From an optimization exercise on the open Yosys and OpenROAD flow, aimed at small area, a short achievable clock period and few clock cycles; shortcuts taken in it are not production practice. In this exercise RTL edits were held to simulation tests only and were not proved equivalent to the original. Power is estimated from default activity; no workload was simulated.

<file path="flow/design.v">
module trb_palette (
    input  wire        clk,
    input  wire        rst,           
    input  wire        start,         
    input  wire [31:0] cmd,           
    output reg         busy,
    output reg         done,
    output reg         err,
    output reg  [3:0]  errcode,
    output reg  [31:0] err_info,
    output reg         pal_valid,
    output wire [9:0]  pal_count,
    output wire [23:0] lut_rgb,
    output reg         fb_rd,
    output wire [9:0]  fb_addr,
    input  wire [7:0]  fb_rdata,
    output reg         rgb_we,
    output wire [9:0]  rgb_addr,
    output wire [23:0] rgb_wdata
);
    localparam [9:0] LAST = 10'd959;      
    localparam [3:0] E_BADCMD     = 4'd1;
    localparam [3:0] E_PAL_LEVELS = 4'd4;
    localparam [3:0] E_NO_PAL     = 4'd7;
    localparam [3:0] E_PAL_RANGE  = 4'd8;
    function [8:0] dm3;
        input [6:0] x;
        integer i;
        reg [2:0] r;
        reg [6:0] qq;
        begin
            r  = 3'd0;
            qq = 7'd0;
            for (i = 6; i >= 0; i = i - 1) begin
                r = {r[1:0], x[i]};
                if (r >= 3'd3) begin
                    r     = r - 3'd3;
                    qq[i] = 1'b1;
                end
            end
            dm3 = {qq, r[1:0]};
        end
    endfunction
    function [9:0] dm5;
        input [6:0] x;
        integer i;
        reg [3:0] r;
        reg [6:0] qq;
        begin
            r  = 4'd0;
            qq = 7'd0;
            for (i = 6; i >= 0; i = i - 1) begin
                r = {r[2:0], x[i]};
                if (r >= 4'd5) begin
                    r     = r - 4'd5;
                    qq[i] = 1'b1;
                end
            end
            dm5 = {qq, r[2:0]};
        end
    endfunction
    reg        idle;                  
    reg        dec;                   
    reg        rph;                   
    reg        v1, p1, v2, p2;        
    reg        bq;                    
    reg  [7:0] fb_q;                  
    reg  [17:0] lut_q;
    reg  [5:0] wd_hi;                 
    wire [9:0]  wa = err_info[9:0];
    wire [9:0]  ra = err_info[19:10];
    wire [17:0] wd_q = {wd_hi, err_info[31:20]};
    reg  [6:0] cnt_q;                 
    assign pal_count = {2'b00, cnt_q[6], cnt_q[5], cnt_q[2], cnt_q[4], cnt_q[3],
                        cnt_q[2], cnt_q[1], cnt_q[0]};
    assign fb_addr   = ra;
    assign rgb_addr  = wa;
    assign lut_rgb   = {lut_q[17:16], lut_q[13:12], lut_q[15:12],
                        lut_q[11:10], lut_q[7:6],   lut_q[9:6],
                        lut_q[5:4],   lut_q[1:0],   lut_q[3:0]};
    assign rgb_wdata = {wd_q[17:16], wd_q[13:12], wd_q[15:12],
                        wd_q[11:10], wd_q[7:6],   wd_q[9:6],
                        wd_q[5:4],   wd_q[1:0],   wd_q[3:0]};
    wire L2 = cnt_q[3] & ~cnt_q[4];
    wire L3 = cnt_q[1];
    wire L4 = cnt_q[5] & ~cnt_q[3];
    wire L5 = cnt_q[2];
    wire L6 = cnt_q[6];
    wire [4:0] oh = {L6, L5, L4, L3, L2};
    function [5:0] c3; input [1:0] v; c3 = {v[1], {5{|v}}}; endfunction
    function [5:0] c5;
        input [2:0] v;
        c5 = {v[2] | (v[1] & v[0]), v[2] | (v[1] & ~v[0]), {4{|v}}};
    endfunction
    function [5:0] c6;
        input [2:0] v;
        c6 = {v[2] | (v[1] & v[0]), v[2] | (v[1] & ~v[0]),
              v[2] | (v[1] & v[0]), v[2] | (v[1] & ~v[0]),
              (~v[2] & (v[1] ^ v[0])) | (v[2] & v[0]), v[0]};
    endfunction
    wire [8:0]  s1 = dm3(fb_q[7:1]);                   
    wire [8:0]  s2 = dm3({2'b00, s1[7:3]});            
    wire [17:0] e6 = {c6(s2[4:2]), c6({s2[1:0], s1[2]}), c6({s1[1:0], fb_q[0]})};
    wire [8:0]  u1 = dm3({2'b00, fb_q[4:0]});          
    wire [8:0]  u2 = dm3({3'b000, u1[5:2]});
    wire [17:0] e3 = {c3(u2[3:2]), c3(u2[1:0]), c3(u1[1:0])};
    wire [9:0]  t1 = dm5(fb_q[6:0]);                   
    wire [9:0]  t2 = dm5(t1[9:3]);
    wire [17:0] e5 = {c5(t2[5:3]), c5(t2[2:0]), c5(t1[2:0])};
    wire [17:0] e2 = {{6{fb_q[2]}}, {6{fb_q[1]}}, {6{fb_q[0]}}};
    wire [17:0] e4 = {fb_q[5], fb_q[4], fb_q[5], fb_q[4], fb_q[5], fb_q[4],
                      fb_q[3], fb_q[2], fb_q[3], fb_q[2], fb_q[3], fb_q[2],
                      fb_q[1], fb_q[0], fb_q[1], fb_q[0], fb_q[1], fb_q[0]};
    wire [17:0] pal_out = ({18{L2}} & e2) | ({18{L3}} & e3) | ({18{L4}} & e4) |
                          ({18{L5}} & e5) | ({18{L6}} & e6);
    wire over = (L2 & (fb_q >= 8'd8))  | (L3 & (fb_q >= 8'd27)) |
                (L4 & (fb_q >= 8'd64)) | (L5 & (fb_q >= 8'd125)) |
                (L6 & (fb_q >= 8'd216));
    wire [31:0] w = err_info;
    wire        is_build  = (w[7:0] == 8'h02) && (w[31:12] == 20'd0);
    wire        is_expand = (w == 32'h00000004);
    wire        is_lookup = (w[15:0] == 16'h0005) && (w[31:25] == 7'd0);
    wire [3:0]  lv        = w[11:8];
    wire        lv_ok     = (lv >= 4'd2) && (lv <= 4'd6);
    wire        badcmd    = !is_build && !is_expand && !is_lookup;
    wire        lv_err    = is_build && !lv_ok;
    wire        nopal     = (is_lookup || is_expand) && !pal_valid;
    wire        rng_err   = is_lookup && pal_valid && (w[24] || over);
    wire        look_ok   = is_lookup && pal_valid && !(w[24] || over);
    wire        exp_go    = is_expand && pal_valid;
    wire        ra_last   = (ra == LAST);
    wire        wa_last   = (wa == LAST);
    wire        last_wr   = rgb_we && wa_last;
    wire        finish    = (dec && !exp_go) || bq || last_wr;
    wire        keep_w    = dec && badcmd;
    wire        ra_clr    = dec || bq || last_wr || (fb_rd && ra_last);
    wire        wa_inc    = v2 && !bq;
    wire        wa_clr    = last_wr || (wa_inc && wa_last);
    reg  [3:0]  code_dec;
    reg  [9:0]  info_dec;
    always @(*) begin
        code_dec = 4'd0;
        info_dec = 10'd0;
        if (badcmd) begin
            code_dec = E_BADCMD;
            info_dec = w[9:0];
        end
        if (lv_err) begin
            code_dec = E_PAL_LEVELS;
            info_dec = {6'd0, lv};
        end
        if (nopal)
            code_dec = E_NO_PAL;
        if (rng_err) begin
            code_dec = E_PAL_RANGE;
            info_dec = {1'b0, w[24:16]};
        end
    end
    always @(posedge clk) begin
        fb_q <= idle ? cmd[23:16] : fb_rdata;
        wd_hi <= pal_out[17:12];
        p1   <= rph;
        p2   <= p1;
        bq   <= v2 && !p2 && over;
        err     <= dec ? (code_dec != 4'd0) : bq;
        errcode <= dec ? code_dec : (bq ? E_PAL_RANGE : 4'd0);
        err_info[31:20] <= idle ? cmd[31:20] :
                           keep_w ? err_info[31:20] :
                           (pal_out[11:0] & {12{!finish}});
        err_info[19:10] <= idle ? cmd[19:10] :
                           keep_w ? err_info[19:10] :
                           ((ra + {9'd0, fb_rd}) & {10{!ra_clr}});
        err_info[9:0]   <= idle ? cmd[9:0] :
                           dec ? (exp_go ? 10'h3FF : info_dec) :
                           ((wa + {9'd0, wa_inc}) & {10{!wa_clr}});
        busy   <= !rst && (idle ? start : !finish);
        idle   <= rst || (idle ? !start : finish);
        dec    <= !rst && idle && start;
        done   <= !rst && !idle && finish;
        fb_rd  <= !rst && !idle && (dec ? exp_go : (fb_rd && !(ra_last && rph) && !bq));
        v1     <= !rst && fb_rd && !bq;
        v2     <= !rst && v1 && !bq;
        rgb_we <= !rst && v2 && p2 && !bq;
        if (idle)
            rph <= 1'b0;
        else if (fb_rd && ra_last)
            rph <= 1'b1;
        if (rst) begin
            pal_valid <= 1'b0;
            cnt_q     <= 7'd0;
            lut_q     <= 18'd0;
        end else if (dec) begin
            if (is_build && lv_ok) begin
                pal_valid <= 1'b1;
                cnt_q     <= {lv == 4'd6, lv >= 4'd4, lv == 4'd3 || lv >= 4'd5,
                              lv != 4'd4, lv == 4'd5, lv == 4'd3,
                              lv == 4'd3 || lv == 4'd5};
            end
            if (look_ok)
                lut_q <= pal_out;
        end
    end
endmodule
</file>
<file path="flow/flow/run.sh">
#!/bin/bash
# Layout flow: the standard ORFS flow with two changes.
#  1. Synthesis is the standard synthesis (standard.sh synth, same
#     synth_recipe.tcl, same registers), but ABC maps the combinational logic
#     with flow/abc.script (area-recovering mapping) in place of ORFS's
#     abc_area.script, and adders are left to ABC (ADDER_MAP_FILE empty)
#     rather than mapped to fa/ha cells beforehand.
#  2. Port buffers are sky130_fd_sc_hd__buf_1 (buffer_ports -buffer_cell).
#  3. repair_timing aims at a setup slack of 19 ns (SETUP_SLACK_MARGIN), so
#     it sizes and buffers the paths that set the achieved period.
#  4. Clock tree: larger sink clusters and no dummy loads (CTS_ARGS).
# Everything else (floorplan, tap cells, PDN, placement, CTS, routing,
# finish) is standard.sh unchanged.  Each step logs to its own file here.
set -euo pipefail
W=$(pwd)
rm -rf "$W/scripts_abc"
cp -r "$FLOW_HOME/scripts" "$W/scripts_abc"
cp "$W/flow/abc.script" "$W/scripts_abc/abc_area.script"
bash standard.sh ABC_AREA=1 SCRIPTS_DIR="$W/scripts_abc" ADDER_MAP_FILE= synth > "$W/flow_synth.log" 2>&1
bash standard.sh "BUFFER_PORTS_ARGS=-buffer_cell sky130_fd_sc_hd__buf_1" SETUP_SLACK_MARGIN=19 \
  "CTS_ARGS=-sink_clustering_enable -repair_clock_nets -dont_use_dummy_load -sink_clustering_size 100 -sink_clustering_max_diameter 400 -buf_list {sky130_fd_sc_hd__clkbuf_8 sky130_fd_sc_hd__clkbuf_16}" \
  finish > "$W/flow_layout.log" 2>&1
test -s "$W/out/final.def"
</file>
<file path="flow/flow/abc.script">
strash
dc2
balance
rewrite
refactor
balance
rewrite
rewrite -z
balance
refactor -z
rewrite -z
balance
dc2
balance
rewrite
refactor
balance
rewrite
rewrite -z
balance
refactor -z
rewrite -z
balance
dch -f
amap -m
topo
</file>
<file path="flow/standard.sh">
#!/bin/bash
# synth_recipe.tcl (not shown) runs the flow's synth.tcl, then flattens the netlist and writes it again
# the make line also repeats each setting of config.mk as NAME=value (left out here)
make -C /OpenROAD-flow-scripts/flow DESIGN_CONFIG=/design/flow/config.mk WORK_HOME=/design/flow/orfs CLKGATE_MAP_FILE= SYNTH_SCRIPT=/design/flow/synth_recipe.tcl "${@:-finish}"
</file>
<file path="flow/config.mk">
export PLATFORM = sky130hd
export DESIGN_NAME = trb_palette
export DESIGN_NICKNAME = trb_palette
export VERILOG_FILES = /design/flow/design.v
export SDC_FILE = /design/flow/constraint.sdc
export NUM_CORES = 4
export LEC_CHECK = 0
export ABC_AREA = 1
export CAP_MARGIN = 20
export CORE_MARGIN = 2
export CORE_UTILIZATION = 60
export CTS_BUF_LIST = sky130_fd_sc_hd__clkbuf_4 sky130_fd_sc_hd__clkbuf_8
export SLEW_MARGIN = 20
export SYNTH_MEMORY_MAX_BITS = 16384
</file>
<file path="flow/constraint.sdc">
create_clock -name core_clock -period 25.0 [get_ports {clk}]
set_input_delay 5.0000 -clock core_clock [delete_from_list [all_inputs] [get_ports {clk}]]
set_output_delay 5.0000 -clock core_clock [all_outputs]
set_load 0.01 [all_outputs]
</file>
==> flow_summary.json, run 1 <==
{
  "viasPerCell": 5.99,
  "slew_viol_final": 0,
  "synth_compound_area_share_pct": 25.5,
  "setup_viol": 0,
  "netlist_area_um2": 5150,
  "min_to": "p2$_DFF_P_",
  "r2r_cells": 30,
  "synth_adder_area_share_pct": 0,
  "placed_cell_area_um2": 5530,
  "vias": 5388,
  "cap_violations": 0,
  "gp_congestion": 0.935,
  "cp-start-kind": "flop",
  "gr-total-overflow": 0,
  "min_from": "p1$_DFF_P_",
  "place_inst": 871,
  "final_common_cell": "buf_1",
  "grt_pass1_vias": 4759,
  "synth_cell_types": 42,
  "htree_levels": 3,
  "hold_ws_ns": 0.331,
  "layout.cells.non_filler": 899,
  "cts_tree": "done",
  "core_um2": 8260,
  "muxShareOfSynthArea_pct": 0,
  "fmax_mhz": 167,
  "grt_first_pass_wirelength_mm": 24.1,
  "rr_endpoint": "err_info[27]$_DFFE_PP_",
  "ys_ff_latch": 89,
  "crit_required_ns": 20.00,
  "vdd_drop_max_uv": 38.5,
  "start_util_pct": 62.3,
  "wl_per_cell_um": 16.9,
  "synthSimpleGateAreaFrac_pct": 20.9,
  "synth_flop_cell": "dfxtp_1",
  "diodes": 0,
  "synth_warnings": 1,
  "rr_startpoint": "fb_q[4]$_DFF_P_",
  "die_area_um2": 9340,
  "fp.dieW_um": 96.6,
  "cts-buffers-inserted": 9,
  "hold_viol": 0,
  "holdPathStages": 0,
  "status": "timing/DRC/antenna clean",
  "final.setup_skew_ns": 0.0243,
  "antenna_found_initial": 0,
  "path_class": "flop to output pin",
  "cts.sinks": 89,
  "multi_input_area_um2": 2440,
  "syn2layout_area_growth_pct": 13.7,
  "cpPeakStageDelay_ns": 0.48,
  "clockBufferDepth": 2,
  "crit_buf_inv": 1,
  "ff2ff_setup_slack_ns": 19.50,
  "rsz0062_at_grt": "no",
  "power_density_nw_per_um2": 66.9,
  "synthXorXnorAreaFrac_pct": 0,
  "synth-edff-count": 32,
  "die_y_um": 96.6,
  "io-pin-count": 163,
  "period_minus_slack_ns": 6.00,
  "ant_nets": 0,
  "critPathSlowestCell": "edfxtp_1",
  "hold_buffers": 0,
  "ys_async_sr_fraction_pct": 0,
  "final_cell_area_um2": 5860,
  "avgSynthCellArea_um2": 7.88,
  "nNetsFinal": 839,
  "period_share_pct": 24.0,
  "ys_seq_area_share_pct": 40.8,
  "relSlewSlack_pct": 27.9,
  "critical_path.cell_chain": "buf_1",
  "io_buffer_count": 160,
  "crit_fanout": 4,
  "root_buffer": "clkbuf_8",
  "endpoint_kind": "output pin",
  "ff_latch_area_um2": 2110,
  "drt_iter0_markers": 340,
  "path_delay_family": "flip-flops",
  "min_path_type": "flop to flop",
  "drt-pass1-iter-count": 6,
  "fin_tns_setup_ns": 0,
  "drt-total-wl_mm": 15.2,
  "rows": 33,
  "layout-drive-gt1-share_pct": 6.30,
  "dp_hpwl_mm": 11.6,
  "clk_latency_ns": 0.36,
  "worstMarginPinSlew_ns": 1.07,
  "drc": 0,
  "synth_top_family_by_area": "compound AO/OA/AOI/OAI gates",
  "syn_inst": 653,
  "most-common-layout-cells": "buf_1 (157), nor2_1 (98), nand2_1 (72)",
  "grt_max_degree": 35,
  "fin_ws_ns": 19.00,
  "place_ws_ns": 18.08,
  "clkTransAtPathRegs_ns": 0.07,
  "gr-usage-all-layers_pct": 31.2,
  "p_leak_nw": 2.10,
  "critPathArrivalTime_ns": 1.00,
  "num-fill-cells": 701
}
## through the flow
stage	power (mW)	util, %
after floorplan	0.274	-
after detailed placement	0.302	66.9
final	0.392	70.9
after global routing	0.415	70.9
after CTS	0.379	69.1
after global placement	0.298	66.9
## power breakdown
group / leakage [nW] / switching, mW / internal, mW
clock: 0.0647 / 0.0450 / 0.0323
sequential: 0.811 / 0.0117 / 0.162
combinational: 1.23 / 0.0936 / 0.0479
## kinds of logic after synthesis
kind of cell    count (synthesis)
buf+inv                       124
flops                          89
simple gates                  245
other cells                     1
compound gates                194
## repair_timing
item                                    4_1_cts  5_1_grt
gates resized for setup                       5       21
setup buffers                                 6       13
cloned                                        0        0
endpoints found under the setup margin       34       36
## worst max-delay path by stage
stage	to	depth (start not counted)	start	slack, ns
global route	err_info[27]$_DFFE_PP_	30	fb_q[4]$_DFF_P_	18.94
finish	err_info[23]	1	err_info[23]$_DFFE_PP_	19.00
detailed placement	busy$_DFF_P_	5	rst	18.08
global placement	busy$_DFF_P_	5	rst	18.17
CTS	err_info[5]	1	err_info[5]$_DFFE_PP_	19.00
floorplan	busy$_DFF_P_	4	rst	19.17
## per-layer routing
metal	GRT usage (%)	share of wire [%]	up-vias
met3	5.56	8.6	22
met4	7.69	1.7	0
met1	45.8	45	2500
met2	48.1	45	283
li1	-	-	2583
met5	0	0	-
## sequential cells by signal, indices dropped and copies added (netlist names), 4 cells and up
name      cells
errcode       4
cnt_q         7
lut_q        18
fb_q          8
err_info     32
wd_hi         6
## cells in the mapped netlist, types with 3 or more instances
master	count	area, µm²
nor2_1	101	379
clkinv_1	73	274
nand2_1	72	270
o21ai_0	59	295
dfxtp_1	57	1140
buf_4	50	375
edfxtp_1	32	961
a21oi_1	29	145
nor3_1	17	85.1
o221a_1	17	191
a211oi_1	14	105
o22ai_1	14	87.6
a22o_1	11	96.3
a31oi_1	10	62.6
nand3_1	10	50.1
o21a_1	10	75.1
nor4_1	8	50.1
or2_0	7	43.8
or3_1	7	43.8
nor2b_1	6	37.5
and3_1	5	31.3
a32o_1	4	40.0
nand4_1	4	25.0
o31ai_1	4	30.0
o32ai_1	4	35.0
or4_1	4	30.0
o211ai_1	3	22.5
o221ai_1	3	26.3
## cell type report
| class | instances | area share (%) |
|---|---|---|
| inverters | 73 | 4.81 |
| multi-input cells | 441 | 41.6 |
| clock buffers | 9 | 2.12 |
| flip-flops and latches | 89 | 36.1 |
| repair buffers | 182 | 13.1 |
| well taps | 105 | 2.24 |
Testbench counts, summed over its fixed seeds: cycles 46,440.
==> run 2: changes to the inputs <==
--- a/flow/flow/run.sh
+++ b/flow/flow/run.sh
@@ -20,3 +20,3 @@
 bash standard.sh "BUFFER_PORTS_ARGS=-buffer_cell sky130_fd_sc_hd__buf_1" SETUP_SLACK_MARGIN=19 \
-  "CTS_ARGS=-sink_clustering_enable -repair_clock_nets -dont_use_dummy_load -sink_clustering_size 100 -sink_clustering_max_diameter 400 -buf_list {sky130_fd_sc_hd__clkbuf_8 sky130_fd_sc_hd__clkbuf_16}" \
+  "CTS_ARGS=-sink_clustering_enable -repair_clock_nets -dont_use_dummy_load -sink_clustering_size 30 -sink_clustering_max_diameter 80 -buf_list {sky130_fd_sc_hd__clkbuf_4 sky130_fd_sc_hd__clkbuf_8}" \
   finish > "$W/flow_layout.log" 2>&1
==> run 2 against run 1 <==
Compared with the run above:
- still clean on timing, DRC and antenna
- register-to-register slack is essentially flat
- clock-buffer cell count unchanged
- area after synthesis did not move
- routed wire length unchanged
- fmax unchanged
- combinational power about the same
- total power is the same
- setup slack is the same
- utilization stayed put
- global-route usage stayed put
- final area stayed put
- non-clock buffer count is the same
- critical path type unchanged
- largest cell class unchanged
==> flow_summary.json, run 2 <==
{
  "status": "timing/DRC/antenna clean",
  "cts-buffers-inserted": 9,
  "worstMarginPinSlew_ns": 1.07,
  "yosysMostFrequentCell": "nor2_1",
  "final_cell_area_um2": 5860,
  "critPathSlowestCell": "edfxtp_1",
  "period_share_pct": 24.0,
  "die_area_um2": 9340,
  "placed_cell_area_um2": 5530,
  "clkTransAtPathRegs_ns": 0.07,
  "num-fill-cells": 701,
  "core_um2": 8260,
  "antenna_found_initial": 0,
  "avgSynthCellArea_um2": 7.88,
  "ys_ff_latch": 89,
  "path_delay_family": "flip-flops",
  "root_buffer": "clkbuf_8",
  "cts_tree": "done",
  "vias": 5388,
  "netlist_area_um2": 5150,
  "clockBufferDepth": 2,
  "crit_fanout": 4,
  "fin_tns_setup_ns": 0,
  "die_y_um": 96.6,
  "start_util_pct": 62.3,
  "crit_start": "err_info[23]$_DFFE_PP_",
  "hold_buffers": 0,
  "largest_register_ff_count": 32,
  "drt-total-wl_mm": 15.2,
  "fmax_mhz": 167,
  "critical_path.cell_chain": "buf_1",
  "setup_viol": 0,
  "place_ws_ns": 18.08,
  "synth_warnings": 1,
  "syn2layout_area_growth_pct": 13.7,
  "fin_ws_ns": 19.00,
  "cpPeakStageDelay_ns": 0.48,
  "grt_max_degree": 35,
  "clk_latency_ns": 0.36,
  "drt_iter0_markers": 340,
  "gr-total-overflow": 0,
  "synth_flop_cell": "dfxtp_1",
  "grt_first_pass_wirelength_mm": 24.1,
  "drc": 0,
  "place_inst": 871,
  "grt_pass1_vias": 4759,
  "crit_buf_inv": 1,
  "min_path_type": "flop to flop",
  "gr-usage-all-layers_pct": 31.2,
  "fp.dieW_um": 96.6,
  "critPathArrivalTime_ns": 1.00,
  "slew_viol_final": 0,
  "rsz0062_at_grt": "no",
  "synth.area.top_cells": "dfxtp_1 (22%), edfxtp_1 (19%), nor2_1 (7.4%)",
  "path_class": "flop to output pin",
  "p_leak_nw": 2.10,
  "hold_viol": 0,
  "period_minus_slack_ns": 6.00,
  "multi_input_area_um2": 2440,
  "ys_top_cells_by_count": "nor2_1 (101), clkinv_1 (73), nand2_1 (72), o21ai_0 (59), dfxtp_1 (57)",
  "syn_inst": 653,
  "cp-start-kind": "flop",
  "rows": 33,
  "diodes": 0,
  "power_density_nw_per_um2": 66.9,
  "endpoint_kind": "output pin",
  "ys_seq_area_share_pct": 40.8,
  "nNetsFinal": 839,
  "synth_area_leader_cell": "dfxtp_1",
  "dp_hpwl_mm": 11.6,
  "netlist.area_leader.share_pct": 22.2,
  "vdd_drop_max_uv": 38.5,
  "final.setup_skew_ns": 0.0243,
  "relSlewSlack_pct": 27.9,
  "layout.cells.non_filler": 899,
  "gp_congestion": 0.935,
  "ff_latch_area_um2": 2110,
  "rr_startpoint": "fb_q[4]$_DFF_P_",
  "cp.depth": 1,
  "io_buffer_count": 160,
  "cap_violations": 0,
  "layout-drive-gt1-share_pct": 6.30,
  "most-common-layout-cells": "buf_1 (157), nor2_1 (98), nand2_1 (72)",
  "final_common_cell": "buf_1",
  "endpoint": "err_info[23]",
  "cts.sinks": 89,
  "top_regs": "err_info: 32 flops, lut_q: 18 flops, fb_q: 8 flops",
  "ys_async_sr_fraction_pct": 0,
  "r2r_cells": 30,
  "htree_levels": 3,
  "io-pin-count": 163,
  "wl_per_cell_um": 16.9,
  "synth-edff-count": 32,
  "ff2ff_setup_slack_ns": 19.50,
  "crit_required_ns": 20.00,
  "drt-pass1-iter-count": 6,
  "largest_register": "err_info",
  "ant_nets": 0,
  "rr_endpoint": "err_info[27]$_DFFE_PP_",
  "synth_cell_types": 42,
  "viasPerCell": 5.99
}
-- run 2: final cells by class --
| type | count | share of cell area [%] |
|---|---|---|
| Tap cell | 105 | 2.24 |
| Inverter | 73 | 4.81 |
| Sequential cell | 89 | 36.1 |
| Timing Repair Buffer | 182 | 13.1 |
| Multi-Input combinational cell | 441 | 41.6 |
| Clock buffer | 9 | 2.12 |
-- run 2: metal layers --
metal	track usage [%]	share of wire [%]
met1	45.8	45
met2	48.1	45
met3	5.56	8.6
met4	7.69	1.7
met5	0	0
-- run 2: cell families after synthesis --
kind of cell           after synthesis  synth area share, %
other                                1               0.0728
flip-flops                          89                 40.8
AO/OA/AOI/OAI                      194                 25.5
buffers and inverters              124                 12.7
AND/OR/NAND/NOR                    245                 20.9
-- run 2: timing repair --
action | CTS | global route
setup endpoints to repair | 34 | 36
buffers inserted | 6 | 13
endpoints found under the hold margin | 0 | 0
resized for setup | 5 | 21
-- run 2: worst min-delay path by stage --
stage                           from         end  slack (ns)  cells past startpoint
final                     p1$_DFF_P_  p2$_DFF_P_        0.33                      0
after global routing      p1$_DFF_P_  p2$_DFF_P_        0.35                      0
after CTS                 p1$_DFF_P_  p2$_DFF_P_        0.33                      0
after detailed placement  p1$_DFF_P_  p2$_DFF_P_        0.31                      0
after global placement    p1$_DFF_P_  p2$_DFF_P_        0.31                      0
after floorplan           p1$_DFF_P_  p2$_DFF_P_        0.31                      0
-- run 2: power breakdown --
part	internal, mW	switching [mW]	leakage, nW	total (mW)
clock network	0.0323	0.0450	0.0647	0.0773
registers	0.162	0.0117	0.811	0.173
logic	0.0479	0.0936	1.23	0.141
-- run 2: through the flow --
step / hold slack [ns] / util [%] / power (mW)
after floorplan: 0.310 / - / 0.274
after global placement: 0.311 / 66.9 / 0.298
after detailed placement: 0.314 / 66.9 / 0.302
after CTS: 0.332 / 69.1 / 0.379
after global routing: 0.346 / 70.9 / 0.415
final: 0.331 / 70.9 / 0.392
==> run 3: changes to the inputs <==
--- a/flow/design.v
+++ b/flow/design.v
@@ -135,2 +135,5 @@
     wire        keep_w    = dec && badcmd;
+    wire        keep_q    = !idle && keep_w;
+    wire        run_d     = !idle && !finish;
+    wire        run_a     = !idle && !keep_w && !ra_clr;
     wire        ra_clr    = dec || bq || last_wr || (fb_rd && ra_last);
@@ -166,11 +169,11 @@
         errcode <= dec ? code_dec : (bq ? E_PAL_RANGE : 4'd0);
-        err_info[31:20] <= idle ? cmd[31:20] :
-                           keep_w ? err_info[31:20] :
-                           (pal_out[11:0] & {12{!finish}});
-        err_info[19:10] <= idle ? cmd[19:10] :
-                           keep_w ? err_info[19:10] :
-                           ((ra + {9'd0, fb_rd}) & {10{!ra_clr}});
-        err_info[9:0]   <= idle ? cmd[9:0] :
-                           dec ? (exp_go ? 10'h3FF : info_dec) :
-                           ((wa + {9'd0, wa_inc}) & {10{!wa_clr}});
+        err_info[31:20] <= (cmd[31:20] & {12{idle}}) |
+                           (err_info[31:20] & {12{keep_q}}) |
+                           (pal_out[11:0] & {12{run_d}});
+        err_info[19:10] <= (cmd[19:10] & {10{idle}}) |
+                           (err_info[19:10] & {10{keep_q}}) |
+                           ((ra + {9'd0, fb_rd}) & {10{run_a}});
+        err_info[9:0]   <= (cmd[9:0] & {10{idle}}) |
+                           ((dec ? (exp_go ? 10'h3FF : info_dec) :
+                                   ((wa + {9'd0, wa_inc}) & {10{!wa_clr}})) & {10{!idle}});
         busy   <= !rst && (idle ? start : !finish);
--- a/flow/flow/run.sh
+++ b/flow/flow/run.sh
@@ -9,3 +9,3 @@
 #  3. repair_timing aims at a setup slack of 19 ns (SETUP_SLACK_MARGIN), so
-#     it sizes and buffers the paths that set the achieved period.
+#     it sizes the cells on the paths that set the achieved period.
 #  4. Clock tree: larger sink clusters and no dummy loads (CTS_ARGS).
@@ -19,3 +19,3 @@
 bash standard.sh ABC_AREA=1 SCRIPTS_DIR="$W/scripts_abc" ADDER_MAP_FILE= synth > "$W/flow_synth.log" 2>&1
-bash standard.sh "BUFFER_PORTS_ARGS=-buffer_cell sky130_fd_sc_hd__buf_1" SETUP_SLACK_MARGIN=19 \
+bash standard.sh "BUFFER_PORTS_ARGS=-buffer_cell sky130_fd_sc_hd__buf_1" SETUP_SLACK_MARGIN=19 SETUP_MOVE_SEQUENCE=unbuffer,sizeup,swap \
   "CTS_ARGS=-sink_clustering_enable -repair_clock_nets -dont_use_dummy_load -sink_clustering_size 30 -sink_clustering_max_diameter 80 -buf_list {sky130_fd_sc_hd__clkbuf_4 sky130_fd_sc_hd__clkbuf_8}" \
==> run 3 against run 2 <==
Compared with the run above:
- still clean
- final area fell by 6.6%
- hold slack better by 0.025 ns
- synthesized cell count increased by 4.4%
- clock-buffer cell count unchanged
- die area shrank 4.1%
- fmax rose by 0.45%
- sequential cell count unchanged
- combinational power fell by 8%
- area after synthesis shrank 4.3%
- sequential share of layout area down 3.0 points
- critical path type unchanged
- critical endpoint is now pal_count[7]
- largest power group unchanged
- highest routed layer unchanged
==> flow_summary.json, run 3 <==
{
  "status": "timing/DRC/antenna clean",
  "synthXorXnorAreaFrac_pct": 0,
  "synth_flop_cell": "dfxtp_1",
  "cap_violations": 0,
  "largest_register": "err_info",
  "place_inst": 900,
  "drt-pass1-iter-count": 8,
  "gp_congestion": 0.954,
  "syn2layout_area_growth_pct": 10.9,
  "synth_top_family_by_area": "compound AO/OA/AOI/OAI gates",
  "grt_max_degree": 29,
  "core_um2": 8090,
  "postCtsSetupRepairBufs": 0,
  "holdPathStages": 0,
  "seq_power_share_pct": 44.8,
  "ys_top_cells_by_count": "nor2_1 (107), dfxtp_1 (89), clkinv_1 (88), o21ai_0 (63), nand2_1 (60)",
  "grt_first_pass_wirelength_mm": 22.8,
  "endpoint_kind": "output pin",
  "antenna_found_initial": 0,
  "intPower_mw": 0.226,
  "top_regs": "err_info: 32 flops, lut_q: 18 flops, fb_q: 8 flops",
  "synth_area_leader_cell": "dfxtp_1",
  "critical_path.cell_chain": "buf_1",
  "viasPerCell": 5.97,
  "ys_async_sr_fraction_pct": 0,
  "rows": 33,
  "wl_met3_um": 812,
  "crit_buf_inv": 1,
  "syn_inst": 682,
  "drt_iter0_markers": 319,
  "yosysMostFrequentCell": "nor2_1",
  "cp.depth": 1,
  "gr-total-overflow": 0,
  "vdd_drop_max_uv": 42.3,
  "diodes": 0,
  "hold_buffers": 0,
  "synth-edff-count": 0,
  "clockBufferDepth": 2,
  "netlist_area_um2": 4930,
  "hold_viol": 0,
  "crit_required_ns": 20.00,
  "critPathSlowestCell": "dfxtp_2",
  "grt_pass1_vias": 4817,
  "ys_ff_latch": 89,
  "top_layer": "met4",
  "rr_endpoint": "err_info[27]$_DFF_P_",
  "synth_warnings": 1,
  "slew_viol_final": 0,
  "root_buffer": "clkbuf_8",
  "worstMarginPinSlew_ns": 0.844,
  "pwr-share-clk_pct": 20.7,
  "min_to": "p2$_DFF_P_",
  "synthSimpleGateAreaFrac_pct": 20.4,
  "fin_tns_setup_ns": 0,
  "ff2ff_setup_slack_ns": 19.49,
  "wl_per_cell_um": 16.4,
  "wl_met2_mm": 7.55,
  "min_path_type": "flop to flop",
  "vias": 5425,
  "critPathArrivalTime_ns": 0.97,
  "r2r_cells": 32,
  "final.setup_skew_ns": 0.0292,
  "layout-drive-gt1-share_pct": 4.48,
  "nNetsFinal": 849,
  "clk_latency_ns": 0.36,
  "die_area_um2": 8960,
  "die_y_um": 94.6,
  "ant_nets": 0,
  "min_from": "p1$_DFF_P_",
  "netlist.area_leader.share_pct": 36.1,
  "power_density_nw_per_um2": 68.7,
  "synth_cell_types": 42,
  "avgSynthCellArea_um2": 7.23,
  "power_mw": 0.376,
  "rsz0062_at_grt": "yes",
  "cp-start-kind": "flop",
  "path_delay_family": "flip-flops",
  "period_share_pct": 23.9,
  "dp_hpwl_mm": 11.6,
  "fmax_mhz": 168,
  "drt-total-wl_mm": 14.9,
  "most-common-layout-cells": "buf_1 (159), nor2_1 (107), clkinv_1 (86)",
  "p_sw_mw": 0.150,
  "crit_fanout": 8,
  "swShare_pct": 40.0,
  "num-fill-cells": 775,
  "gr-usage-all-layers_pct": 32.6,
  "post-route-util_pct": 67.6,
  "synth_adder_area_share_pct": 0,
  "cpPeakStageDelay_ns": 0.45,
  "setup_viol": 0,
  "period_minus_slack_ns": 5.97,
  "cts-buffers-inserted": 9,
  "ys_seq_area_share_pct": 36.1,
  "crit_start": "cnt_q[6]$_SDFFE_PP0P_",
  "synth.area.top_cells": "dfxtp_1 (36%), nor2_1 (8.1%), buf_4 (7.6%)",
  "start_util_pct": 60.9,
  "htree_levels": 3,
  "clkTransAtPathRegs_ns": 0.09,
  "synth_compound_area_share_pct": 28.8,
  "wl_met1_mm": 5.91,
  "fp.dieW_um": 94.6,
  "rr_startpoint": "fb_q[6]$_DFF_P_",
  "muxShareOfSynthArea_pct": 0.203,
  "cts.sinks": 89,
  "power.share.combinational_pct": 34.5,
  "drc": 0,
  "final_common_cell": "buf_1",
  "io-pin-count": 163,
  "io_buffer_count": 160,
  "layout.cells.non_filler": 909,
  "relSlewSlack_pct": 43.5,
  "path_class": "flop to output pin",
  "cts_tree": "done",
  "largest_register_ff_count": 32,
  "p_leak_nw": 1.92
}
==> run 3: layout make-up <==
type	instances	area, µm²	share of cell area, %
clock buffers	9	124	2.26
inverters	88	335	6.13
multi-input cells	456	2450	44.8
flip-flops and latches	89	1810	33.1
well taps	105	131	2.40
repair buffers	162	617	11.3
==> run 3: logic make-up (layout without fill, tap and decap cells) <==
logic type             Yosys count  after routing
AOI/OAI and AO/OA              220            220
buffers and inverters          138            259
other                            1              2
muxes                            1              1
DFF                             89             89
and+or+nand+nor                233            233
==> run 3: worst max-delay path by stage <==
stage | slack [ns] | end
2_1_floorplan | 19.08 | busy$_DFF_P_
3_3_place_gp | 18.28 | busy$_DFF_P_
3_5_place_dp | 18.21 | busy$_DFF_P_
4_1_cts | 18.99 | busy$_DFF_P_
5_1_grt | 18.90 | err_info[27]$_DFF_P_
6_report | 19.03 | pal_count[7]
==> run 3: power groups by stage <==
stage,clock network [mW],logic (mW),registers (mW)
floorplan,0,0.0983,0.170
global placement,0,0.122,0.170
detailed placement,0,0.127,0.170
CTS,0.0777,0.127,0.167
global route,0.0830,0.144,0.170
finish,0.0779,0.130,0.168
==> run 3: what timing repair did <==
action	CTS	global route
endpoints found under the setup margin	37	28
gates resized for setup	10	16
hold endpoints to repair	0	0
==> run 3: through the flow <==
stage	setup slack (ns)	cell area [µm²]	hold WS, ns
5_1_grt	18.90	5470	0.362
4_1_cts	18.99	5450	0.355
6_report	19.03	5470	0.356
2_1_floorplan	19.08	4930	0.310
3_5_place_dp	18.21	5310	0.318
3_3_place_gp	18.28	5310	0.314
==> run 3: metal layers <==
metal  track usage (%)  vias up
li1                  -     2629
met1              37.7     2523
met2              57.7      226
met3              6.30       47
met4              15.6        0
met5                 0        -
Testbench counts of run 3, summed over its fixed seeds: cycles 46,440.
==> run 4: changes to the inputs <==
--- a/flow/flow/run.sh
+++ b/flow/flow/run.sh
@@ -9,3 +9,3 @@
 #  3. repair_timing aims at a setup slack of 19 ns (SETUP_SLACK_MARGIN), so
-#     it sizes the cells on the paths that set the achieved period.
+#     it sizes and buffers the paths that set the achieved period.
 #  4. Clock tree: larger sink clusters and no dummy loads (CTS_ARGS).
@@ -19,3 +19,3 @@
 bash standard.sh ABC_AREA=1 SCRIPTS_DIR="$W/scripts_abc" ADDER_MAP_FILE= synth > "$W/flow_synth.log" 2>&1
-bash standard.sh "BUFFER_PORTS_ARGS=-buffer_cell sky130_fd_sc_hd__buf_1" SETUP_SLACK_MARGIN=19 SETUP_MOVE_SEQUENCE=unbuffer,sizeup,swap \
+bash standard.sh "BUFFER_PORTS_ARGS=-buffer_cell sky130_fd_sc_hd__buf_1" SETUP_SLACK_MARGIN=19 \
   "CTS_ARGS=-sink_clustering_enable -repair_clock_nets -dont_use_dummy_load -sink_clustering_size 30 -sink_clustering_max_diameter 80 -buf_list {sky130_fd_sc_hd__clkbuf_4 sky130_fd_sc_hd__clkbuf_8}" \
--- a/flow/flow/abc.script
+++ b/flow/flow/abc.script
@@ -24,3 +24,6 @@
 dch -f
-amap -m
+map -a
+strash
+dch -f
+map -a
 topo
==> run 4 against run 3 <==
Compared with the run above:
- utilization grew 0.83 points
- non-clock buffer count unchanged
- combinational power fell by 13%
- sequential share of layout area decreased by 0.60 points
- cell count grew 8.3%
- final area up 2.3%
- critical endpoint is now pal_valid
- largest cell class unchanged
==> flow_summary.json, run 4 <==
{
  "relSlewSlack_pct": 40.3,
  "p_leak_nw": 2.09,
  "drt-pass1-iter-count": 7,
  "gr-total-overflow": 0,
  "drt-total-wl_mm": 15.6,
  "grt_max_degree": 35,
  "synth_warnings": 1,
  "nNetsFinal": 924,
  "power_density_nw_per_um2": 63.8,
  "pwr-share-clk_pct": 22.1,
  "hold_viol": 0,
  "cts-buffers-inserted": 9,
  "critical_path.cell_chain": "buf_1",
  "syn2layout_area_growth_pct": 10.8,
  "num-fill-cells": 727,
  "die_area_um2": 9160,
  "core_um2": 8180,
  "min_path_type": "flop to flop",
  "ys_top_cells_by_count": "clkinv_1 (118), nor2_1 (114), nand2_1 (110), dfxtp_1 (89), o21ai_0 (76)",
  "slew_viol_final": 0,
  "drc": 0,
  "clkTransAtPathRegs_ns": 0.09,
  "syn_inst": 757,
  "largest_register_ff_count": 32,
  "clockBufferDepth": 2,
  "endpoint_kind": "output pin",
  "grt_first_pass_wirelength_mm": 24.2,
  "diodes": 0,
  "fin_tns_setup_ns": 0,
  "start_util_pct": 61.7,
  "most-common-layout-cells": "buf_1 (159), clkinv_1 (117), nor2_1 (113)",
  "io_buffer_count": 160,
  "cts.sinks": 89,
  "fin_ws_ns": 19.04,
  "ant_nets": 0,
  "power.share.combinational_pct": 31.7,
  "crit_fanout": 4,
  "viasPerCell": 5.73,
  "synth.area.top_cells": "dfxtp_1 (35%), clkinv_1 (8.8%), nor2_1 (8.5%)",
  "synth_cell_types": 31,
  "period_minus_slack_ns": 5.96,
  "cp-start-kind": "flop",
  "die_y_um": 95.7,
  "setup_viol": 0,
  "layout.cells.non_filler": 984,
  "largest_register": "err_info",
  "hold_buffers": 0,
  "vias": 5637,
  "layout-drive-gt1-share_pct": 4.44,
  "netlist.area_leader.share_pct": 35.3,
  "crit_required_ns": 20.00,
  "critPathArrivalTime_ns": 0.96,
  "path_class": "flop to output pin",
  "cap_violations": 0,
  "ys_ff_latch": 89,
  "fp.dieW_um": 95.7,
  "rows": 33,
  "fmax_mhz": 168,
  "cpPeakStageDelay_ns": 0.42,
  "intPower_mw": 0.219,
  "clk_latency_ns": 0.36,
  "ys_seq_area_share_pct": 35.3,
  "crit_buf_inv": 1,
  "synth-edff-count": 0,
  "synth_flop_cell": "dfxtp_1",
  "period_share_pct": 23.9,
  "status": "timing/DRC/antenna clean",
  "dp_hpwl_mm": 11.9,
  "htree_levels": 3,
  "avgSynthCellArea_um2": 6.67,
  "wl_per_cell_um": 15.8,
  "gr-usage-all-layers_pct": 33.8,
  "p_sw_mw": 0.138,
  "swShare_pct": 38.7,
  "place_inst": 975,
  "rsz0062_at_grt": "no",
  "place_ws_ns": 18.49,
  "final.setup_skew_ns": 0.0456,
  "seq_power_share_pct": 46.1,
  "top_regs": "err_info: 32 flops, lut_q: 18 flops, fb_q: 8 flops",
  "final_common_cell": "buf_1",
  "synth_area_leader_cell": "dfxtp_1",
  "drt_iter0_markers": 224,
  "gp_congestion": 0.982,
  "worstMarginPinSlew_ns": 0.894,
  "ys_async_sr_fraction_pct": 0,
  "critPathSlowestCell": "dfxtp_1",
  "cts_tree": "done",
  "yosysMostFrequentCell": "clkinv_1",
  "root_buffer": "clkbuf_8",
  "vdd_drop_max_uv": 32.2,
  "antenna_found_initial": 0,
  "grt_pass1_vias": 5170,
  "path_delay_family": "flip-flops",
  "netlist_area_um2": 5050,
  "io-pin-count": 163,
  "post-route-util_pct": 68.4
}
run 4: changes by cell type after synthesis, sizes merged, moves of 7 or more:
cell,before,now
o221a,13,0
a22oi,3,17
o21ai,63,76
nor2b,7,0
clkinv,88,118
a211oi,16,7
nand3,6,22
a21oi,55,64
a31oi,7,15
nand2,60,110
nor2,107,114
o22ai,19,5
run 4: path summary, 6_finish.rpt:
check                         startpoint                      to  slack [ns]  cells past startpoint
setup / recovery  pal_valid$_SDFFE_PP0P_               pal_valid       19.04                      1
hold / removal                p1$_DFF_P_              p2$_DFF_P_        0.33                      0
setup reg to reg         fb_q[4]$_DFF_P_  lut_q[13]$_SDFFE_PP0P_       20.07                     28
hold reg to reg               p1$_DFF_P_              p2$_DFF_P_        0.33                      0
run 4: layout make-up:
| type | count | area, µm² | share of cell area (%) |
|---|---|---|---|
| Inverter | 118 | 444 | 7.94 |
| Clock buffer | 9 | 124 | 2.21 |
| Tap cell | 105 | 131 | 2.35 |
| Timing Repair Buffer | 162 | 617 | 11.0 |
| Multi-Input combinational cell | 501 | 2460 | 44.0 |
| Sequential cell | 89 | 1820 | 32.5 |
run 4: metrics by stage:
step	hold slack, ns	total power, mW	area, µm²
6_report	0.329	0.357	5590
5_1_grt	0.331	0.379	5590
3_3_place_gp	0.315	0.274	5430
4_1_cts	0.326	0.355	5570
2_1_floorplan	0.310	0.251	5050
3_5_place_dp	0.318	0.278	5430
run 4: repair_timing:
item | CTS | global route
setup buffers | 0 | 0
setup endpoints to repair | 23 | 27
gates resized for setup | 12 | 15
run 4: cells by family (layout without fill, tap and decap cells):
group / after synthesis / in the layout / share of synthesized area, %
other cells: 1 / 2 / 0.0743
simple gates: 278 / 278 / 22.4
buf+inv: 168 / 289 / 16.2
xor+xnor: 7 / 7 / 1.21
compound gates: 214 / 214 / 24.8
flops: 89 / 89 / 35.3
run 4: per-layer routing:
layer | part of all wire, % | vias up | global-route usage, % | routed length [µm]
li1 | - | 2757 | - | -
met1 | 39 | 2553 | 38.4 | 6140
met2 | 49 | 268 | 60.3 | 7640
met3 | 6.9 | 59 | 5.87 | 1070
met4 | 4.6 | 0 | 17.6 | 716
met5 | 0 | - | 0 | 0
run 4: power groups by stage:
stage          Combinational (mW)  Clock [mW]  Sequential [mW]
2_1_floorplan              0.0851           0            0.166
3_3_place_gp                0.108           0            0.166
5_1_grt                     0.129      0.0845            0.166
4_1_cts                     0.112      0.0794            0.164
6_report                    0.113      0.0789            0.165
3_5_place_dp                0.111           0            0.167
==> run 5: changes to the inputs <==
--- a/flow/flow/abc.script
+++ b/flow/flow/abc.script
@@ -24,6 +24,3 @@
 dch -f
-map -a
-strash
-dch -f
-map -a
+amap -m
 topo
==> run 5 against run 4 <==
Compared with the run above:
- still clean on timing, DRC and antenna
- clock-buffer cell count is the same
- register-to-register slack lost 0.58 ns
- hold slack gained 0.027 ns
- clock power is 1% lower
- combinational power increased by 15%
- sequential cell count unchanged
- cell count fell by 7.6%
- non-clock buffer count did not move
- die area shrank 2.2%
- utilization down 0.83 points
- sequential share of layout area grew 0.60 points
- via count fell by 3.8%
- largest power group unchanged
==> flow_summary.json, run 5 <==
{
  "yosysMostFrequentCell": "nor2_1",
  "diodes": 0,
  "synth_flop_cell": "dfxtp_1",
  "crit_buf_inv": 1,
  "grt_max_degree": 29,
  "cap_violations": 0,
  "most-common-layout-cells": "buf_1 (159), nor2_1 (107), clkinv_1 (86)",
  "largest_register_ff_count": 32,
  "seq_power_share_pct": 44.8,
  "ys_seq_area_share_pct": 36.1,
  "min_path_type": "flop to flop",
  "vias": 5425,
  "power_mw": 0.376,
  "power_density_nw_per_um2": 68.7,
  "fp.dieW_um": 94.6,
  "ant_nets": 0,
  "fin_ws_ns": 19.03,
  "synth_area_leader_cell": "dfxtp_1",
  "cts-buffers-inserted": 9,
  "viasPerCell": 5.97,
  "power.share.combinational_pct": 34.5,
  "ys_async_sr_fraction_pct": 0,
  "drt-total-wl_mm": 14.9,
  "p_leak_nw": 1.92,
  "die_area_um2": 8960,
  "critical_path.cell_chain": "buf_1",
  "clk_latency_ns": 0.36,
  "fin_tns_setup_ns": 0,
  "hold_viol": 0,
  "drt-pass1-iter-count": 8,
  "die_y_um": 94.6,
  "drc": 0,
  "period_minus_slack_ns": 5.97,
  "synth_warnings": 1,
  "endpoint_kind": "output pin",
  "final.setup_skew_ns": 0.0292,
  "root_buffer": "clkbuf_8",
  "setup_viol": 0,
  "antenna_found_initial": 0,
  "p_sw_mw": 0.150,
  "critPathSlowestCell": "dfxtp_2",
  "ys_top_cells_by_count": "nor2_1 (107), dfxtp_1 (89), clkinv_1 (88), o21ai_0 (63), nand2_1 (60)",
  "place_ws_ns": 18.21,
  "status": "timing/DRC/antenna clean",
  "swShare_pct": 40.0,
  "htree_levels": 3,
  "pwr-share-clk_pct": 20.7,
  "clkTransAtPathRegs_ns": 0.09,
  "gr-total-overflow": 0,
  "cts_tree": "done",
  "crit_fanout": 8,
  "io-pin-count": 163,
  "critPathArrivalTime_ns": 0.97,
  "wl_per_cell_um": 16.4,
  "synth.area.top_cells": "dfxtp_1 (36%), nor2_1 (8.1%), buf_4 (7.6%)",
  "period_share_pct": 23.9,
  "slew_viol_final": 0,
  "path_delay_family": "flip-flops",
  "cp-start-kind": "flop",
  "clockBufferDepth": 2,
  "grt_first_pass_wirelength_mm": 22.8,
  "synth_cell_types": 42,
  "worstMarginPinSlew_ns": 0.844,
  "grt_pass1_vias": 4817,
  "avgSynthCellArea_um2": 7.23,
  "largest_register": "err_info",
  "top_regs": "err_info: 32 flops, lut_q: 18 flops, fb_q: 8 flops",
  "fmax_mhz": 168,
  "final_cell_area_um2": 5470,
  "num-fill-cells": 775,
  "place_inst": 900,
  "io_buffer_count": 160,
  "ff_latch_area_um2": 1810,
  "gp_congestion": 0.954,
  "relSlewSlack_pct": 43.5,
  "multi_input_area_um2": 2450,
  "gr-usage-all-layers_pct": 32.6,
  "rsz0062_at_grt": "yes",
  "dp_hpwl_mm": 11.6,
  "syn2layout_area_growth_pct": 10.9,
  "cpPeakStageDelay_ns": 0.45,
  "drt_iter0_markers": 319,
  "start_util_pct": 60.9,
  "syn_inst": 682,
  "intPower_mw": 0.226,
  "nNetsFinal": 849,
  "rows": 33,
  "crit_required_ns": 20.00,
  "placed_cell_area_um2": 5310,
  "core_um2": 8090,
  "netlist.area_leader.share_pct": 36.1,
  "layout.cells.non_filler": 909,
  "final_common_cell": "buf_1",
  "cts.sinks": 89,
  "ys_ff_latch": 89,
  "layout-drive-gt1-share_pct": 4.48,
  "netlist_area_um2": 4930,
  "vdd_drop_max_uv": 42.3,
  "path_class": "flop to output pin",
  "synth-edff-count": 0
}
==> run 5: cell count changes in the layout (fill, tap and decap cells not counted), moves of 13 or more <==
| cell | delta |
|---|---|
| nand2_1 | -50 |
| clkinv_1 | -31 |
| nand3_1 | -16 |
| a22oi_1 | -14 |
| o22ai_1 | +14 |
| o21ai_0 | -13 |
| o221a_1 | +13 |
==> run 5: final timing paths <==
path                         startpoint                   end  slack [ns]  cells after the start
hold reg to reg              p1$_DFF_P_            p2$_DFF_P_        0.36                      0
setup / recovery  cnt_q[6]$_SDFFE_PP0P_          pal_count[7]       19.03                      1
setup reg to reg        fb_q[6]$_DFF_P_  err_info[27]$_DFF_P_       19.49                     32
hold / removal               p1$_DFF_P_            p2$_DFF_P_        0.36                      0
==> run 5: power by group through the flow <==
stage | logic (mW) | registers (mW) | clock network (mW)
floorplan | 0.0983 | 0.170 | 0
global placement | 0.122 | 0.170 | 0
detailed placement | 0.127 | 0.170 | 0
CTS | 0.127 | 0.167 | 0.0777
global route | 0.144 | 0.170 | 0.0830
finish | 0.130 | 0.168 | 0.0779
==> run 5: what timing repair did <==
action	CTS	global route
setup endpoints to repair	37	28
gates resized for setup	10	16
cloned	0	0
hold buffers	0	0
buffers inserted	0	0
pin swaps	0	0
hold endpoints to repair	0	0
==> run 5: cells by family after synthesis <==
| kind of cell | share of synthesized area (%) |
|---|---|
| AO/OA/AOI/OAI | 28.8 |
| buffers and inverters | 14.3 |
| flip-flops | 36.1 |
| multiplexers | 0.203 |
| other | 0.0761 |
| AND/OR/NAND/NOR | 20.4 |
==> run 5: cell type report <==
cell class	instances	area share, %
multi-input cells	456	44.8
repair buffers	162	11.3
well taps	105	2.40
flip-flops and latches	89	33.1
inverters	88	6.13
clock buffers	9	2.26
==> run 5: routing by layer <==
layer | wire, µm | global-route usage [%] | up-vias
met5 | 0 | 0 | -
met4 | 631 | 15.6 | 0
met3 | 812 | 6.30 | 47
met2 | 7550 | 57.7 | 226
met1 | 5910 | 37.7 | 2523
li1 | - | - | 2629
==> run 5: metrics by stage <==
step                      hold slack (ns)  util, %
after global placement              0.314     65.6
after detailed placement            0.318     65.6
after CTS                           0.355     67.3
after global routing                0.362     67.6
after floorplan                     0.310        -
final                               0.356     67.6
==> run 6: changes to the inputs <==
--- a/flow/config.mk
+++ b/flow/config.mk
@@ -8,3 +8,3 @@
 export ABC_AREA = 1
-export CAP_MARGIN = 20
+export CAP_MARGIN = 0
 export CORE_MARGIN = 2
@@ -12,3 +12,3 @@
 export CTS_BUF_LIST = sky130_fd_sc_hd__clkbuf_4 sky130_fd_sc_hd__clkbuf_8
-export SLEW_MARGIN = 20
+export SLEW_MARGIN = 0
 export SYNTH_MEMORY_MAX_BITS = 16384
==> run 6 against run 5 <==
Compared with the run above:
- still clean
- first-iteration DRC count stayed put
- routed wire length stayed put
- clock skew stayed put
- largest cell class unchanged
==> flow_summary.json, run 6 <==
{
  "ys_async_sr_fraction_pct": 0,
  "fp.dieW_um": 94.6,
  "syn2layout_area_growth_pct": 10.9,
  "htree_levels": 3,
  "setup_viol": 0,
  "top_regs": "err_info: 32 flops, lut_q: 18 flops, fb_q: 8 flops",
  "cpPeakStageDelay_ns": 0.45,
  "drt_iter0_markers": 319,
  "endpoint_kind": "output pin",
  "power.share.combinational_pct": 34.5,
  "synth_cell_types": 42,
  "synth_area_leader_cell": "dfxtp_1",
  "worstMarginPinSlew_ns": 0.844,
  "gp_congestion": 0.954,
  "nNetsFinal": 849,
  "clkTransAtPathRegs_ns": 0.09,
  "fin_tns_setup_ns": 0,
  "antenna_found_initial": 0,
  "ys_seq_area_share_pct": 36.1,
  "gr-total-overflow": 0,
  "most-common-layout-cells": "buf_1 (159), nor2_1 (107), clkinv_1 (86)",
  "ys_top_cells_by_count": "nor2_1 (107), dfxtp_1 (89), clkinv_1 (88), o21ai_0 (63), nand2_1 (60)",
  "final_common_cell": "buf_1",
  "largest_register": "err_info",
  "gr-usage-all-layers_pct": 32.6,
  "hold_ws_ns": 0.356,
  "hold_viol": 0,
  "rows": 33,
  "io_buffer_count": 160,
  "synth_adder_area_share_pct": 0,
  "drc": 0,
  "swShare_pct": 40.0,
  "p_sw_mw": 0.150,
  "synth_top_family_by_area": "compound AO/OA/AOI/OAI gates",
  "synthSimpleGateAreaFrac_pct": 20.4,
  "grt_pass1_vias": 4817,
  "rsz0062_at_grt": "yes",
  "syn_inst": 682,
  "p_leak_nw": 1.92,
  "slew_viol_final": 0,
  "period_share_pct": 23.9,
  "status": "timing/DRC/antenna clean",
  "synth.area.top_cells": "dfxtp_1 (36%), nor2_1 (8.1%), buf_4 (7.6%)",
  "grt_first_pass_wirelength_mm": 22.8,
  "cts_tree": "done",
  "ys_ff_latch": 89,
  "io-pin-count": 163,
  "layout-drive-gt1-share_pct": 4.48,
  "cts.sinks": 89,
  "die_area_um2": 8960,
  "vdd_drop_max_uv": 42.3,
  "cts-buffers-inserted": 9,
  "crit_required_ns": 20.00,
  "drt-total-wl_mm": 14.9,
  "grt_max_degree": 29,
  "diodes": 0,
  "synth_flop_cell": "dfxtp_1",
  "hold_buffers": 0,
  "ant_nets": 0,
  "avgSynthCellArea_um2": 7.23,
  "critPathSlowestCell": "dfxtp_2",
  "multi_input_area_um2": 2450,
  "clk_latency_ns": 0.36,
  "min_path_type": "flop to flop",
  "yosysMostFrequentCell": "nor2_1",
  "postCtsSetupRepairBufs": 0,
  "wl_per_cell_um": 16.4,
  "final.setup_skew_ns": 0.0292,
  "holdPathStages": 0,
  "viasPerCell": 5.97,
  "cp.depth": 1,
  "start_util_pct": 60.9,
  "r2r_cells": 32,
  "synthXorXnorAreaFrac_pct": 0,
  "largest_register_ff_count": 32,
  "path_class": "flop to output pin",
  "drt-pass1-iter-count": 8,
  "synth-edff-count": 0,
  "relSlewSlack_pct": 43.5,
  "dp_hpwl_mm": 11.6,
  "fmax_mhz": 168,
  "num-fill-cells": 775,
  "netlist_area_um2": 4930,
  "netlist.area_leader.share_pct": 36.1,
  "intPower_mw": 0.226,
  "ff_latch_area_um2": 1810,
  "root_buffer": "clkbuf_8",
  "critical_path.cell_chain": "buf_1",
  "synth_warnings": 1,
  "cp-start-kind": "flop",
  "synth_compound_area_share_pct": 28.8,
  "muxShareOfSynthArea_pct": 0.203,
  "path_delay_family": "flip-flops",
  "crit_buf_inv": 1,
  "vias": 5425,
  "seq_power_share_pct": 44.8,
  "die_y_um": 94.6,
  "power_density_nw_per_um2": 68.7,
  "clockBufferDepth": 2,
  "core_um2": 8090,
  "pwr-share-clk_pct": 20.7,
  "period_minus_slack_ns": 5.97,
  "crit_fanout": 8,
  "cap_violations": 0,
  "critPathArrivalTime_ns": 0.97
}
-- run 6: kinds of logic (layout without fill, tap and decap cells) --
logic type | after synthesis | count (layout)
compound gates | 220 | 220
buf+inv | 138 | 259
flops | 89 | 89
mux | 1 | 1
other cells | 1 | 2
simple gates | 233 | 233
-- run 6: routing by layer --
layer / up-vias / track usage, % / share of wire (%)
met5: - / 0 / 0
met4: 0 / 15.6 / 4.2
met3: 47 / 6.30 / 5.4
met2: 226 / 57.7 / 51
met1: 2523 / 37.7 / 40
li1: 2629 / - / -
-- run 6: per-stage QoR --
stage               setup slack, ns  total power, mW  cells  cell area [µm²]  utilization (%)
floorplan                     19.08            0.268    683             4930                -
global placement              18.28            0.292    900             5310             65.6
detailed placement            18.21            0.297    900             5310             65.6
CTS                           18.99            0.372    909             5450             67.3
global route                  18.90            0.397    909             5470             67.6
finish                        19.03            0.376    909             5470             67.6
-- run 6: worst paths after layout --
path / from / slack [ns] / end
max: cnt_q[6]$_SDFFE_PP0P_ / 19.03 / pal_count[7]
min: p1$_DFF_P_ / 0.36 / p2$_DFF_P_
max reg2reg: fb_q[6]$_DFF_P_ / 19.49 / err_info[27]$_DFF_P_
min reg2reg: p1$_DFF_P_ / 0.36 / p2$_DFF_P_
-- run 6: cell type report --
type	instances	area share, %
Multi-Input combinational cell	456	44.8
Clock buffer	9	2.26
Timing Repair Buffer	162	11.3
Tap cell	105	2.40
Inverter	88	6.13
Sequential cell	89	33.1
-- run 6: timing repair --
item / CTS / global route
gates cloned: 0 / 0
gates resized for setup: 10 / 16
pin swaps: 0 / 0
endpoints found under the setup margin: 37 / 28
-- run 6: power groups by stage --
stage | Sequential, mW | Clock (mW) | Combinational (mW)
after global routing | 0.170 | 0.0830 | 0.144
after detailed placement | 0.170 | 0 | 0.127
after CTS | 0.167 | 0.0777 | 0.127
after global placement | 0.170 | 0 | 0.122
after floorplan | 0.170 | 0 | 0.0983
final | 0.168 | 0.0779 | 0.130
==> run 7: changes to the inputs <==
--- a/flow/flow/run.sh
+++ b/flow/flow/run.sh
@@ -8,3 +8,3 @@
 #  2. Port buffers are sky130_fd_sc_hd__buf_1 (buffer_ports -buffer_cell).
-#  3. repair_timing aims at a setup slack of 19 ns (SETUP_SLACK_MARGIN), so
+#  3. repair_timing aims at a setup slack of 18.8 ns (SETUP_SLACK_MARGIN), so
 #     it sizes and buffers the paths that set the achieved period.
@@ -19,3 +19,3 @@
 bash standard.sh ABC_AREA=1 SCRIPTS_DIR="$W/scripts_abc" ADDER_MAP_FILE= synth > "$W/flow_synth.log" 2>&1
-bash standard.sh "BUFFER_PORTS_ARGS=-buffer_cell sky130_fd_sc_hd__buf_1" SETUP_SLACK_MARGIN=19 \
+bash standard.sh "BUFFER_PORTS_ARGS=-buffer_cell sky130_fd_sc_hd__buf_1" SETUP_SLACK_MARGIN=18.8 \
   "CTS_ARGS=-sink_clustering_enable -repair_clock_nets -dont_use_dummy_load -sink_clustering_size 30 -sink_clustering_max_diameter 80 -buf_list {sky130_fd_sc_hd__clkbuf_4 sky130_fd_sc_hd__clkbuf_8}" \
--- a/flow/config.mk
+++ b/flow/config.mk
@@ -8,3 +8,3 @@
 export ABC_AREA = 1
-export CAP_MARGIN = 0
+export CAP_MARGIN = 20
 export CORE_MARGIN = 2
@@ -12,3 +12,3 @@
 export CTS_BUF_LIST = sky130_fd_sc_hd__clkbuf_4 sky130_fd_sc_hd__clkbuf_8
-export SLEW_MARGIN = 0
+export SLEW_MARGIN = 20
 export SYNTH_MEMORY_MAX_BITS = 16384
==> run 7 against run 6 <==
Compared with the run above:
- fmax decreased by 2.3%
- register-to-register slack worse by 0.08 ns
- largest power group unchanged
- final area decreased by 0.59%
- routed wire length down 0.47%
- first-iteration DRC count fell by 9.7%
- still clean on timing, DRC and antenna
- setup slack got worse by 0.14 ns
- hold slack improved by 0.0021 ns
- highest routed layer unchanged
==> flow_summary.json, run 7 <==
{
  "period_minus_slack_ns": 6.11,
  "crit_fanout": 8,
  "die_y_um": 94.6,
  "relSlewSlack_pct": 46.1,
  "final_cell_area_um2": 5440,
  "diodes": 0,
  "grt_first_pass_wirelength_mm": 22.8,
  "critical_path.cell_chain": "buf_1",
  "gr-usage-all-layers_pct": 32.6,
  "netlist_area_um2": 4930,
  "power_density_nw_per_um2": 69.0,
  "crit_buf_inv": 1,
  "core_um2": 8090,
  "clockBufferDepth": 2,
  "intPower_mw": 0.225,
  "path_class": "flop to output pin",
  "critPathArrivalTime_ns": 1.11,
  "critPathSlowestCell": "dfxtp_1",
  "path_delay_family": "flip-flops",
  "seq_power_share_pct": 44.6,
  "largest_register_ff_count": 32,
  "synth_flop_cell": "dfxtp_1",
  "rsz0062_at_grt": "no",
  "ys_ff_latch": 89,
  "min_path_type": "flop to flop",
  "endpoint": "err_info[17]",
  "ff_latch_area_um2": 1780,
  "grt_max_degree": 29,
  "synth.area.top_cells": "dfxtp_1 (36%), nor2_1 (8.1%), buf_4 (7.6%)",
  "setup_viol": 0,
  "final.setup_skew_ns": 0.0325,
  "cts_tree": "done",
  "start_util_pct": 60.9,
  "num-fill-cells": 773,
  "vdd_drop_max_uv": 37.4,
  "top_regs": "err_info: 32 flops, lut_q: 18 flops, fb_q: 8 flops",
  "largest_register": "err_info",
  "fin_tns_setup_ns": 0,
  "antenna_found_initial": 0,
  "ys_top_cells_by_count": "nor2_1 (107), dfxtp_1 (89), clkinv_1 (88), o21ai_0 (63), nand2_1 (60)",
  "slew_viol_final": 0,
  "layout-drive-gt1-share_pct": 1.62,
  "clk_latency_ns": 0.37,
  "pwr-share-clk_pct": 20.8,
  "placed_cell_area_um2": 5310,
  "cap_violations": 0,
  "p_leak_nw": 1.91,
  "gr-total-overflow": 0,
  "yosysMostFrequentCell": "nor2_1",
  "ys_async_sr_fraction_pct": 0,
  "synth_cell_types": 42,
  "r2r_cells": 32,
  "syn_inst": 682,
  "worstMarginPinSlew_ns": 0.789,
  "place_ws_ns": 18.21,
  "hold_viol": 0,
  "crit_required_ns": 20.00,
  "ant_nets": 0,
  "rr_startpoint": "fb_q[4]$_DFF_P_",
  "nNetsFinal": 849,
  "cp.depth": 1,
  "die_area_um2": 8960,
  "cts-buffers-inserted": 9,
  "rows": 33,
  "dp_hpwl_mm": 11.6,
  "root_buffer": "clkbuf_8",
  "io_buffer_count": 160,
  "status": "timing/DRC/antenna clean",
  "period_share_pct": 24.4,
  "drc": 0,
  "fmax_mhz": 164,
  "most-common-layout-cells": "buf_1 (160), nor2_1 (107), dfxtp_1 (89)",
  "drt_iter0_markers": 288,
  "cts.sinks": 89,
  "postCtsSetupRepairBufs": 0,
  "synth-edff-count": 0,
  "rr_endpoint": "err_info[27]$_DFF_P_",
  "place_inst": 900,
  "fin_ws_ns": 18.89,
  "cts_resized": 1,
  "wl_per_cell_um": 16.3,
  "cp-start-kind": "flop",
  "io-pin-count": 163,
  "layout.cells.non_filler": 909,
  "vias": 5478,
  "netlist.area_leader.share_pct": 36.1,
  "syn2layout_area_growth_pct": 10.3,
  "final_common_cell": "buf_1",
  "viasPerCell": 6.03,
  "gp_congestion": 0.954,
  "htree_levels": 3,
  "endpoint_kind": "output pin",
  "ff2ff_setup_slack_ns": 19.41,
  "fp.dieW_um": 94.6,
  "cpPeakStageDelay_ns": 0.54,
  "synth_area_leader_cell": "dfxtp_1",
  "crit_start": "err_info[17]$_DFF_P_",
  "drt-total-wl_mm": 14.8,
  "grt_pass1_vias": 4806,
  "ys_seq_area_share_pct": 36.1,
  "swShare_pct": 40.1,
  "hold_buffers": 0,
  "power.share.combinational_pct": 34.6,
  "multi_input_area_um2": 2450,
  "p_sw_mw": 0.150,
  "avgSynthCellArea_um2": 7.23,
  "drt-pass1-iter-count": 5,
  "synth_warnings": 1,
  "clkTransAtPathRegs_ns": 0.09
}
-- run 7: power by group through the flow --
stage	Combinational [mW]	Clock (mW)	Sequential (mW)
floorplan	0.0983	0	0.170
global placement	0.122	0	0.170
detailed placement	0.127	0	0.170
CTS	0.127	0.0777	0.167
global route	0.144	0.0828	0.169
finish	0.130	0.0779	0.167
-- run 7: cell families after synthesis --
group	synth area share, %
mux	0.203
compound gates	28.8
buf+inv	14.3
simple gates	20.4
flops	36.1
other cells	0.0761
-- run 7: metrics by stage --
step / utilization (%) / hold WS (ns) / power (mW)
after floorplan: - / 0.310 / 0.268
after global placement: 65.6 / 0.314 / 0.292
after detailed placement: 65.6 / 0.318 / 0.297
after CTS: 67.2 / 0.355 / 0.372
after global routing: 67.2 / 0.358 / 0.396
final: 67.2 / 0.358 / 0.375
-- run 7: final cells by class --
type	instances	share of cell area [%]
clock buffers	9	2.28
inverters	88	6.12
multi-input cells	456	45.1
flip-flops and latches	89	32.8
well taps	105	2.42
repair buffers	162	11.3
-- run 7: worst min path at each step --
stage | startpoint | to | slack (ns) | depth (start not counted)
final | rph$_SDFFE_PP0P_ | p1$_DFF_P_ | 0.36 | 0
after global routing | rph$_SDFFE_PP0P_ | p1$_DFF_P_ | 0.36 | 0
after CTS | rph$_SDFFE_PP0P_ | p1$_DFF_P_ | 0.35 | 0
after detailed placement | p1$_DFF_P_ | p2$_DFF_P_ | 0.32 | 0
after global placement | p1$_DFF_P_ | p2$_DFF_P_ | 0.31 | 0
after floorplan | p1$_DFF_P_ | p2$_DFF_P_ | 0.31 | 0
-- run 7: per-layer routing --
metal  part of all wire [%]  GRT usage, %  up-vias
li1                       -             -     2625
met1                     39          37.7     2545
met2                     50          57.5      252
met3                    6.3          6.30       56
met4                    4.2          15.6        0
met5                      0             0        -

==> re-timing with driven ports <==
The results above use ideal ports. As a check the final layouts listed here were re-extracted and re-timed, cells and wires unchanged.
Step 1: set_driving_cell puts a clkbuf_16 on clk and a buf_2 on each other input, an assumption about the parent block.
Step 2 also shifts input and output timing later by t, the mid clock arrival at the registers, as if the neighbouring blocks saw the same clock.
a / b / c = ideal ports / drivers / drivers and shift; a / b = the first two.
run	shift t [ns]	slack for setup (ns)	worst setup path after step 2	worst data-port slew with drivers (ns)
run 1	0.381	19.004 / 18.968 / 18.780	input to register	0.04
run 2	0.381	19.004 / 18.968 / 18.780	input to register	0.04
run 3	0.385	19.031 / 18.996 / 18.898	input to register	0.04
run 4	0.377	19.036 / 19.000 / 18.726	input to register	0.04
run 5	0.385	19.031 / 18.996 / 18.898	input to register	0.04
run 6	0.385	19.031 / 18.996 / 18.898	input to register	0.04
run 7	0.387	18.890 / 18.854 / 18.733	input to register	0.04
After both steps setup and hold are still met in every run listed. The setup slack of run 4, which loses most, moves by -0.036 ns with the drivers and by -0.310 ns with both steps.
